This design comes from an exercise in tuning for small area, a short achievable clock period and few clock cycles per item on the open sky130 flow, not from production work. At most, simulation tests tie the RTL to the original design; equivalence was not proved. Power and IR drop assume default switching activity.

==> inputs of lagoon <==
// g2c1_pie_rx
module g2c1_pie_rx (
    input  wire         clk,
    input  wire         rst,           
    input  wire         edge_valid,
    output wire         edge_ready,
    input  wire [31:0]  edge_dur,      
    input  wire         edge_last,     
    input  wire [31:0]  rt_tol,        
    input  wire [31:0]  tr_tol,        
    output wire         res_valid,
    input  wire         res_ready,
    output wire [31:0]  res_flags,
    output wire [31:0]  res_tari,
    output wire [31:0]  res_rtcal,
    output wire [31:0]  res_trcal,
    output wire [31:0]  res_blf,
    output wire [15:0]  res_start,
    output wire [15:0]  res_end,
    output wire [6:0]   res_nbits,
    output wire [63:0]  res_bits,      
    output wire [111:0] res_fields     
);
clock: 10.0 ns
lec_check: 0
cap_margin: 20
core_margin: 2
core_utilization: 55
cts_cluster_diameter: 100
cts_cluster_size: 24
place_density: 0.7
slew_margin: 20
synth_hierarchical: 1
synth_minimum_keep_size: 0
standard.sh (not shown) runs the stock make flow with config.mk's settings and CLKGATE_MAP_FILE= SYNTH_SCRIPT=/design/flow/synth_recipe.tcl, a recipe that flattens the netlist after the stock synthesis.
==> flow/flow/run.sh <==
#!/bin/bash
# Layout flow: the standard flow (standard synthesis included), with the
# timing repair aiming at a 3.5 ns path instead of stopping at the 10 ns clock,
# the port buffers made of small buffers, and one tie cell per constant value
# (not one per constant pin). The clock and constraints are the design's.
# Each tool's output is in orfs/logs; make's output in flow.log.
set -euo pipefail
bash standard.sh SETUP_SLACK_MARGIN=6.5 "BUFFER_PORTS_ARGS=-buffer_cell sky130_fd_sc_hd__buf_1" SKIP_REPAIR_TIE_FANOUT=1 finish > flow.log 2>&1
==> inputs of violet, as changes to lagoon <==
--- a/flow/design.v
+++ b/flow/design.v
@@ -30,15 +30,14 @@
             csa[63:32] = {((a & b) | (a & c) | (b & c)), c0};
         end
     endfunction
     reg        b_v, b_gap, b_last;       
     reg [23:0] b_d;
     reg        c_v, c_gap, c_last;       
     reg [23:0] c_d;
-    reg [27:0] c_x11;                    
     reg        f_rt, f_tr, f_db, f_tok;  
     reg [23:0] rt_q;
     reg        rt_big;
     reg [24:0] tr_q;
     reg        tr_big;
     reg [28:0] tr10;                     
     reg        fin;          
@@ -62,51 +61,50 @@
     reg [25:0] dv_x;         
     reg        dv_pre;       
     reg [35:0] dv_q;         
     reg [1:0]  dv_m3;        
     reg        m_ok, m_size, m_crc, m_blf;
     reg [2:0]  m_type;
     reg        o_q, o_qa, o_qr, o_ack;
-    reg [1:0]  o_f0;                     
-    reg [3:0]  o_f1;                     
     wire release_ = out_v && res_ready;
     wire proc     = c_v && !fin;
     wire c_free   = !c_v || proc;
     wire b_adv    = b_v && c_free;
     assign edge_ready = !(b_v && c_v && fin);
     wire run   = proc && !c_gap;           
     wire first = run && !act;              
     wire eg    = run && !c_last && b_v && b_gap;
     wire endc  = (proc && (c_gap ? act : c_last)) || eg;
     wire [23:0] d = b_d;
     wire [23:0] x = c_d;
     wire [63:0] r1a = csa({7'd0, d, 1'b0}, {7'd0, rt_q, 1'b0}, {5'h1f, ~{3'b000, x, 2'b00}}, 1'b1);
     wire [63:0] r1b = csa(r1a[31:0], r1a[63:32], {5'h1f, ~{3'b000, x}}, 1'b1);
     wire        k1;
-    g2c1_pie_rx_cyc #(25) u_k1 (.a(r1b[25:1]), .b(r1b[57:33]), .ci(r1b[0]), .co(k1));
+    g2c1_pie_rx_cy #(26) u_k1 (.a(r1b[25:0]), .b(r1b[57:32]), .co(k1));
     wire        c1  = !(r1b[26] ^ r1b[58] ^ k1);
     wire [63:0] r3a = csa({5'd0, d, 3'b000}, {7'd0, d, 1'b0}, {3'd0, tr10}, 1'b1);
-    wire [63:0] r3e = csa(r3a[31:0], r3a[63:32], ~{4'd0, c_x11}, 1'b0);
+    wire [63:0] r3b = csa({2'b11, ~{3'b000, x, 3'b000}}, {2'b11, ~{5'b00000, x, 1'b0}}, {2'b11, ~{6'd0, x}}, 1'b1);
+    wire [63:0] r3c = csa(r3a[31:0], r3a[63:32], r3b[31:0], 1'b1);
+    wire [63:0] r3e = csa(r3c[31:0], r3c[63:32], r3b[63:32], 1'b0);
     wire        k3;
-    g2c1_pie_rx_cy #(28) u_k3 (.a(r3e[28:1]), .b(r3e[60:33]), .co(k3));
+    g2c1_pie_rx_cy #(29) u_k3 (.a(r3e[28:0]), .b(r3e[60:32]), .co(k3));
     wire        c3  = !(r3e[29] ^ r3e[61] ^ k3);
     wire [63:0] r2a = csa({7'd0, x, 1'b0}, {8'd0, x}, {4'hf, ~{4'd0, d}}, 1'b1);
     wire [63:0] r2r = csa(r2a[31:0], r2a[63:32], {8'd0, rt_q}, 1'b0);
     wire [63:0] r2t = csa(r2a[31:0], r2a[63:32], {7'd0, tr_q}, 1'b0);
     wire        k2r, k2t;
-    g2c1_pie_rx_cy #(26) u_k2r (.a(r2r[26:1]), .b(r2r[58:33]), .co(k2r));
-    g2c1_pie_rx_cy #(26) u_k2t (.a(r2t[26:1]), .b(r2t[58:33]), .co(k2t));
+    g2c1_pie_rx_cy #(27) u_k2r (.a(r2r[26:0]), .b(r2r[58:32]), .co(k2r));
+    g2c1_pie_rx_cy #(27) u_k2t (.a(r2t[26:0]), .b(r2t[58:32]), .co(k2t));
     wire        c2r = !(r2r[27] ^ r2r[59] ^ k2r);
     wire        c2t = !(r2t[27] ^ r2t[59] ^ k2t);
     wire [23:0] xb = (phase == P_RT || !act) ? c_d : rtcal;
-    wire        db_c;
-    g2c1_pie_rx_cy #(23) u_db (.a(d[22:0]), .b(~xb[23:1]), .co(db_c));
-    wire        db = d[23] || db_c;
+    wire        db;
+    g2c1_pie_rx_cy #(25) u_db (.a({d, 1'b0}), .b(~{1'b0, xb}), .co(db));
     wire [28:0] tr10_n;
-    assign      tr10_n = {1'b0, tr_q, 3'b000} + {3'b000, tr_q, 1'b0};
+    g2c1_pie_rx_add #(29) u_tr10 (.a({1'b0, tr_q, 3'b000}), .b({3'b000, tr_q, 1'b0}), .ci(1'b0), .s(tr10_n));
     always @(posedge clk) begin
         rt_q   <= rt_tol[23:0];
         rt_big <= |rt_tol[31:24];
         tr_q   <= tr_tol[24:0];
         tr10   <= tr10_n[28:0];
         tr_big <= |tr_tol[31:25];
         if (rst) begin
@@ -119,15 +117,14 @@
         if (edge_ready) begin
             b_d    <= edge_dur[23:0];
             b_gap  <= (edge_dur > MAX_SYMBOL);
             b_last <= edge_last;
         end
         if (b_adv) begin
             c_d    <= b_d;
-            c_x11  <= {1'b0, b_d, 3'b000} + {3'b000, b_d, 1'b0} + {4'd0, b_d};
             c_gap  <= b_gap;
             c_last <= b_last;
             f_rt   <= rt_big || (c1 && c2r);
             f_tr   <= tr_big || (c3 && c2t);
             f_db   <= db;
             f_tok  <= (b_d >= TARI_MIN) && (b_d <= TARI_MAX);
         end
@@ -142,18 +139,18 @@
         for (k = 23; k >= 0; k = k - 1) begin
             dv_msb[k] = trcal[k] && !seen;
             seen = seen || trcal[k];
         end
     end
     wire        dv_run   = dst && !dv_pre && !dv_q[35];
     wire        dv_ge    = !dv_x[25];
-    wire        dv_sub   = dv_ge;
+    wire        dv_sub   = dv_pre || dv_ge;
     wire [25:0] dv_xn;
     g2c1_pie_rx_add #(26) u_dv (
-        .a  ({dv_x[24:0], 1'b0}),
+        .a  (dv_pre ? dv_x : {dv_x[24:0], 1'b0}),
         .b  (dv_sub ? ~{2'b00, trcal} : {2'b00, trcal}),
         .ci (dv_sub),
         .s  (dv_xn)
     );
     wire [2:0]  dv_t3    = {dv_m3, dv_ge};
     wire        dv_g3    = (dv_t3 >= 3'd3);
     wire [1:0]  dv_m3n   = dv_g3 ? dv_t3[1:0] - 2'd3 : dv_t3[1:0];
@@ -226,55 +223,48 @@
                 end
             endcase
         end
         if (endc && !cal_ok_n) tari_n = 21'd0;
     end
     wire        dat_st = run && !first && (phase == P_DATA) && !nbits[6];
     reg  [63:0] bits_d;
+    reg  [6:0]  nbits_d;
     reg  [4:0]  crc_d;
     always @(*) begin
         bits_d  = first ? 64'd0 : bits;
+        nbits_d = first ? 7'd0 : nbits;
         crc_d   = crc;
         if (dat_st) begin
             bits_d[~nbits[5:0]] = f_db;
+            nbits_d = nbits + 7'd1;
             crc_d   = {crc[3:0], 1'b0} ^ ((crc[4] ^ f_db) ? 5'b01001 : 5'b00000);
         end
     end
-    function automatic nge(input [6:0] n, input st, input fst, input [6:0] k);
-        nge = !fst && (st ? (n >= k - 7'd1) : (n >= k));
-    endfunction
-    wire n_ge2  = nge(nbits, dat_st, first, 7'd2);
-    wire n_ge4  = nge(nbits, dat_st, first, 7'd4);
-    wire n_ge8  = nge(nbits, dat_st, first, 7'd8);
-    wire n_ge9  = nge(nbits, dat_st, first, 7'd9);
-    wire n_ge17 = nge(nbits, dat_st, first, 7'd17);
-    wire n_ge18 = nge(nbits, dat_st, first, 7'd18);
-    wire n_ge22 = nge(nbits, dat_st, first, 7'd22);
     reg        q_n, qa_n, qr_n, ack_n, nak_n, size_n;
     always @(*) begin
         q_n = 1'b0; qa_n = 1'b0; qr_n = 1'b0; ack_n = 1'b0; nak_n = 1'b0; size_n = 1'b0;
-        if (n_ge2) begin
+        if (nbits_d >= 7'd2) begin
             case (bits_d[63:62])
-                2'b00: if (n_ge4) qr_n = 1'b1; else size_n = 1'b1;
-                2'b01: if (n_ge18) ack_n = 1'b1; else size_n = 1'b1;
-                2'b10: if (n_ge4) begin
+                2'b00: if (nbits_d >= 7'd4) qr_n = 1'b1; else size_n = 1'b1;
+                2'b01: if (nbits_d >= 7'd18) ack_n = 1'b1; else size_n = 1'b1;
+                2'b10: if (nbits_d >= 7'd4) begin
                            if (bits_d[61:60] == 2'b00) begin
-                               if (n_ge17) q_n = 1'b1; else size_n = 1'b1;
+                               if (nbits_d >= 7'd17) q_n = 1'b1; else size_n = 1'b1;
                            end else if (bits_d[61:60] == 2'b01) begin
-                               if (!n_ge9) size_n = 1'b1;
+                               if (nbits_d < 7'd9) size_n = 1'b1;
                                else if (bits_d[57:55] == 3'b000 || bits_d[57:55] == 3'b110 ||
                                         bits_d[57:55] == 3'b011) qa_n = 1'b1;
                            end
                        end
-                default: if (n_ge8 && bits_d[61:56] == 6'b000000) nak_n = 1'b1;
+                default: if (nbits_d >= 7'd8 && bits_d[61:56] == 6'b000000) nak_n = 1'b1;
             endcase
         end
     end
     wire [4:0] crc_f    = (dat_st && nbits < 7'd22) ? crc_d : crc;
-    wire       crc_ok_n = n_ge22 && (crc_f == 5'd0);
+    wire       crc_ok_n = (nbits_d >= 7'd22) && (crc_f == 5'd0);
     wire       blf_in_n = bits_d[59] ? (trcal >= 24'd22) : (trcal >= 24'd9);
     wire       m_blf_n  = q_n && trcal_ok && blf_in_n;
     wire       dv_drop  = endc && (first || !(dst && (nbits >= 7'd17 || (nbits == 7'd16 && dat_st))));
     always @(posedge clk) begin
         if (rst) begin
             fin      <= 1'b0;
             out_v    <= 1'b0;
@@ -317,24 +307,20 @@
         m_ok   <= q_n | qa_n | qr_n | ack_n | nak_n;
         m_size <= size_n;
         m_type <= {nak_n, qr_n | ack_n, qa_n | ack_n};
         o_q    <= q_n;
         o_qa   <= qa_n;
         o_qr   <= qr_n;
         o_ack  <= ack_n;
-        o_f0   <= {(ack_n & bits_d[47]) | (qr_n & bits_d[61]) | (qa_n & bits_d[59]),
-                   (ack_n & bits_d[46]) | (qr_n & bits_d[60]) | (qa_n & bits_d[58]) | (q_n & bits_d[59])};
-        o_f1   <= ({4{q_n}} & (4'd1 << bits_d[58:57])) |
-                  {2'b00, qa_n & (bits_d[57:55] == 3'b011), qa_n & (bits_d[57:55] == 3'b110)};
         m_crc  <= q_n && crc_ok_n;
         m_blf  <= m_blf_n;
         if (dv_drop) begin
             dv_q  <= {1'b1, 35'd0};
         end else if (dv_start) begin
-            dv_x  <= {3'b000, dv_msb[23:1]};
+            dv_x  <= {2'b00, dv_msb};
             dv_q  <= dr ? {12'd0, dv_msb} >> 4 : {12'd0, dv_msb} >> 1;
             dv_m3 <= 2'd0;
         end else if (dst && (dv_pre || !dv_q[35])) begin
             dv_x  <= dv_xn;
             if (!dv_pre) begin
                 dv_q  <= {dv_q[34:0], dr ? dv_g3 : dv_ge};
                 dv_m3 <= dv_m3n;
@@ -349,16 +335,21 @@
     assign res_rtcal  = {8'd0, rtcal};
     assign res_trcal  = {8'd0, trcal};
     assign res_blf    = dv_q[31:0];
     assign res_start  = sub_start;
     assign res_end    = idx;
     assign res_nbits  = nbits;
     assign res_bits   = bits;
-    assign res_fields[15:0]   = {{14{o_ack}} & bits[61:48], o_f0};
-    assign res_fields[31:16]  = {12'd0, o_f1};
+    wire [1:0] qa_updn = (bits[57:55] == 3'b110) ? 2'd1 : (bits[57:55] == 3'b011) ? 2'd2 : 2'd0;
+    assign res_fields[15:0]   = ({16{o_ack}} & bits[61:46]) |
+                                ({16{o_qr}}  & {14'd0, bits[61:60]}) |
+                                ({16{o_qa}}  & {14'd0, bits[59:58]}) |
+                                ({16{o_q}}   & {15'd0, bits[59]});
+    assign res_fields[31:16]  = ({16{o_q}}  & (16'd1 << bits[58:57])) |
+                                ({16{o_qa}} & {14'd0, qa_updn});
     assign res_fields[47:32]  = {15'd0, o_q & bits[56]};
     assign res_fields[63:48]  = {14'd0, {2{o_q}} & bits[55:54]};
     assign res_fields[79:64]  = {14'd0, {2{o_q}} & bits[53:52]};
     assign res_fields[95:80]  = {15'd0, o_q & bits[51]};
     assign res_fields[111:96] = {12'd0, {4{o_q}} & bits[50:47]};
 endmodule
 module g2c1_pie_rx_cy #(parameter W = 32) (
@@ -406,31 +397,7 @@
                         pp[i] = pp[i] & pp[j];
                     end
             addw = p ^ {gg[W-2:0], c};
         end
     endfunction
     assign s = addw(a, b, ci);
 endmodule
-module g2c1_pie_rx_cyc #(parameter W = 32) (
-    input  wire [W-1:0] a,
-    input  wire [W-1:0] b,
-    input  wire         ci,
-    output wire         co
-);
-    function automatic cyw(input [W-1:0] x, input [W-1:0] y, input c);
-        reg [W-1:0] g, p;
-        integer s, j;
-        begin
-            g = x & y;
-            p = x | y;
-            g[0] = g[0] | (p[0] & c);
-            for (s = 1; s < W; s = s * 2)
-                for (j = W - 1; j >= s; j = j - 1)
-                    if (((W - 1 - j) % (2 * s)) == 0) begin
-                        g[j] = g[j] | (p[j] & g[j - s]);
-                        p[j] = p[j] & p[j - s];
-                    end
-            cyw = g[W-1];
-        end
-    endfunction
-    assign co = cyw(a, b, ci);
-endmodule
==> flow/flow/run.sh (replaced) <==
#!/bin/bash
# Layout flow: the standard flow (standard synthesis included), with the
# timing repair aiming at a 3.7 ns path instead of stopping at the 10 ns clock,
# and the port buffers made of small buffers. The clock and constraints are
# the design's. Each tool's output is in orfs/logs; make's output in flow.log.
set -euo pipefail
bash standard.sh SETUP_SLACK_MARGIN=6.3 "BUFFER_PORTS_ARGS=-buffer_cell sky130_fd_sc_hd__buf_1" finish > flow.log 2>&1
- CTS_CLUSTER_DIAMETER: 100 -> not set
- CTS_CLUSTER_SIZE: 24 -> not set
==> inputs of garnet, as changes to lagoon <==
--- a/flow/design.v
+++ b/flow/design.v
@@ -62,16 +62,14 @@
     reg [25:0] dv_x;         
     reg        dv_pre;       
     reg [35:0] dv_q;         
     reg [1:0]  dv_m3;        
     reg        m_ok, m_size, m_crc, m_blf;
     reg [2:0]  m_type;
     reg        o_q, o_qa, o_qr, o_ack;
-    reg [1:0]  o_f0;                     
-    reg [3:0]  o_f1;                     
     wire release_ = out_v && res_ready;
     wire proc     = c_v && !fin;
     wire c_free   = !c_v || proc;
     wire b_adv    = b_v && c_free;
     assign edge_ready = !(b_v && c_v && fin);
     wire run   = proc && !c_gap;           
     wire first = run && !act;              
@@ -317,18 +315,14 @@
         m_ok   <= q_n | qa_n | qr_n | ack_n | nak_n;
         m_size <= size_n;
         m_type <= {nak_n, qr_n | ack_n, qa_n | ack_n};
         o_q    <= q_n;
         o_qa   <= qa_n;
         o_qr   <= qr_n;
         o_ack  <= ack_n;
-        o_f0   <= {(ack_n & bits_d[47]) | (qr_n & bits_d[61]) | (qa_n & bits_d[59]),
-                   (ack_n & bits_d[46]) | (qr_n & bits_d[60]) | (qa_n & bits_d[58]) | (q_n & bits_d[59])};
-        o_f1   <= ({4{q_n}} & (4'd1 << bits_d[58:57])) |
-                  {2'b00, qa_n & (bits_d[57:55] == 3'b011), qa_n & (bits_d[57:55] == 3'b110)};
         m_crc  <= q_n && crc_ok_n;
         m_blf  <= m_blf_n;
         if (dv_drop) begin
             dv_q  <= {1'b1, 35'd0};
         end else if (dv_start) begin
             dv_x  <= {3'b000, dv_msb[23:1]};
             dv_q  <= dr ? {12'd0, dv_msb} >> 4 : {12'd0, dv_msb} >> 1;
@@ -349,16 +343,21 @@
     assign res_rtcal  = {8'd0, rtcal};
     assign res_trcal  = {8'd0, trcal};
     assign res_blf    = dv_q[31:0];
     assign res_start  = sub_start;
     assign res_end    = idx;
     assign res_nbits  = nbits;
     assign res_bits   = bits;
-    assign res_fields[15:0]   = {{14{o_ack}} & bits[61:48], o_f0};
-    assign res_fields[31:16]  = {12'd0, o_f1};
+    wire [1:0] qa_updn = (bits[57:55] == 3'b110) ? 2'd1 : (bits[57:55] == 3'b011) ? 2'd2 : 2'd0;
+    assign res_fields[15:0]   = ({16{o_ack}} & bits[61:46]) |
+                                ({16{o_qr}}  & {14'd0, bits[61:60]}) |
+                                ({16{o_qa}}  & {14'd0, bits[59:58]}) |
+                                ({16{o_q}}   & {15'd0, bits[59]});
+    assign res_fields[31:16]  = ({16{o_q}}  & (16'd1 << bits[58:57])) |
+                                ({16{o_qa}} & {14'd0, qa_updn});
     assign res_fields[47:32]  = {15'd0, o_q & bits[56]};
     assign res_fields[63:48]  = {14'd0, {2{o_q}} & bits[55:54]};
     assign res_fields[79:64]  = {14'd0, {2{o_q}} & bits[53:52]};
     assign res_fields[95:80]  = {15'd0, o_q & bits[51]};
     assign res_fields[111:96] = {12'd0, {4{o_q}} & bits[50:47]};
 endmodule
 module g2c1_pie_rx_cy #(parameter W = 32) (
==> out/metrics.yaml <==
finish:
  multiInputGateArea_sq_um: 16100
  clock_area_share_pct: 4.98
  area.sequential_sq_um: 9070
  n_all_buffers: 468
timing:
  layout_min_cycle_time_ns: 3.89
  max_freq_ghz: 0.257
logic_synthesis:
  synth_xor_area_share_pct: 2.76
route:
  dr.pass1.iters: 6
run_status:
  status: "no timing/DRC/antenna violations"
cts:
  clkTransAtPathRegs_ns: 0.06
the above is filed under violet

==> out/metrics.yaml <==
route:
  dr.pass1.iters: 6
timing:
  max_freq_ghz: 0.281
  layout_min_cycle_time_ns: 3.55
finish:
  multiInputGateArea_sq_um: 15300
  area.sequential_sq_um: 9880
run_status:
  status: "no timing/DRC/antenna violations"
cts:
  clkTransAtPathRegs_ns: 0.10
the above is filed under garnet

==> out/metrics.yaml <==
finish:
  nFillCells: 4323
  n_all_buffers: 451
  area.sequential_sq_um: 9950
  antenna_cells: 0
  multiInputGateArea_sq_um: 15500
cts:
  clkTransAtPathRegs_ns: 0.10
  cts_resized: 48
floorplan:
  io_pins: 478
route:
  dr.pass1.iters: 5
run_status:
  status: "no timing/DRC/antenna violations"
timing:
  max_freq_ghz: 0.280
  setup-violations-final: 0
pwr:
  power_mw: 4.49
logic_synthesis:
  synth_xor_area_share_pct: 3.10
global_routing:
  grt_pass1_vias: 22600
the above is filed under lagoon

Testbench counts of violet, summed over its fixed seeds: cycles 21,124, items 1,191.
Testbench counts of garnet, summed over its fixed seeds: cycles 21,124, items 1,191.
The RTL of lagoon was laid out without a check of its function.

## port drivers added, routing unchanged
The results above use ideal ports. As a check the final layouts listed here were re-extracted and re-timed, cells and wires unchanged.
Step 1, drivers: a clkbuf_16 drives clk and a buf_2 each remaining input, both assumed.
Step 2 times the ports against the registers' clock, not the clock port: input delays grow and output delays shrink by t, the midpoint of the rising clock arrivals with the driver on.
a / b / c = ideal ports / drivers / drivers and shift; a / b = the first two.
run	t, ns	slack for setup (ns)	worst setup path after step 2	latest minus earliest clock arrival (ns)	worst slew at a driven data input, ns
lagoon	0.630	6.425 / 6.425 / 6.126	input to register	0.031 / 0.030	0.06
violet	0.649	6.113 / 6.113 / 5.999	input to register	0.027 / 0.027	0.09
garnet	0.637	6.445 / 6.384 / 6.200	input to register	0.057 / 0.057	0.07
After both steps every run listed still meets setup and hold. The setup slack of lagoon, which loses most, moves by 0.000 ns with the drivers and by -0.299 ns with both steps.
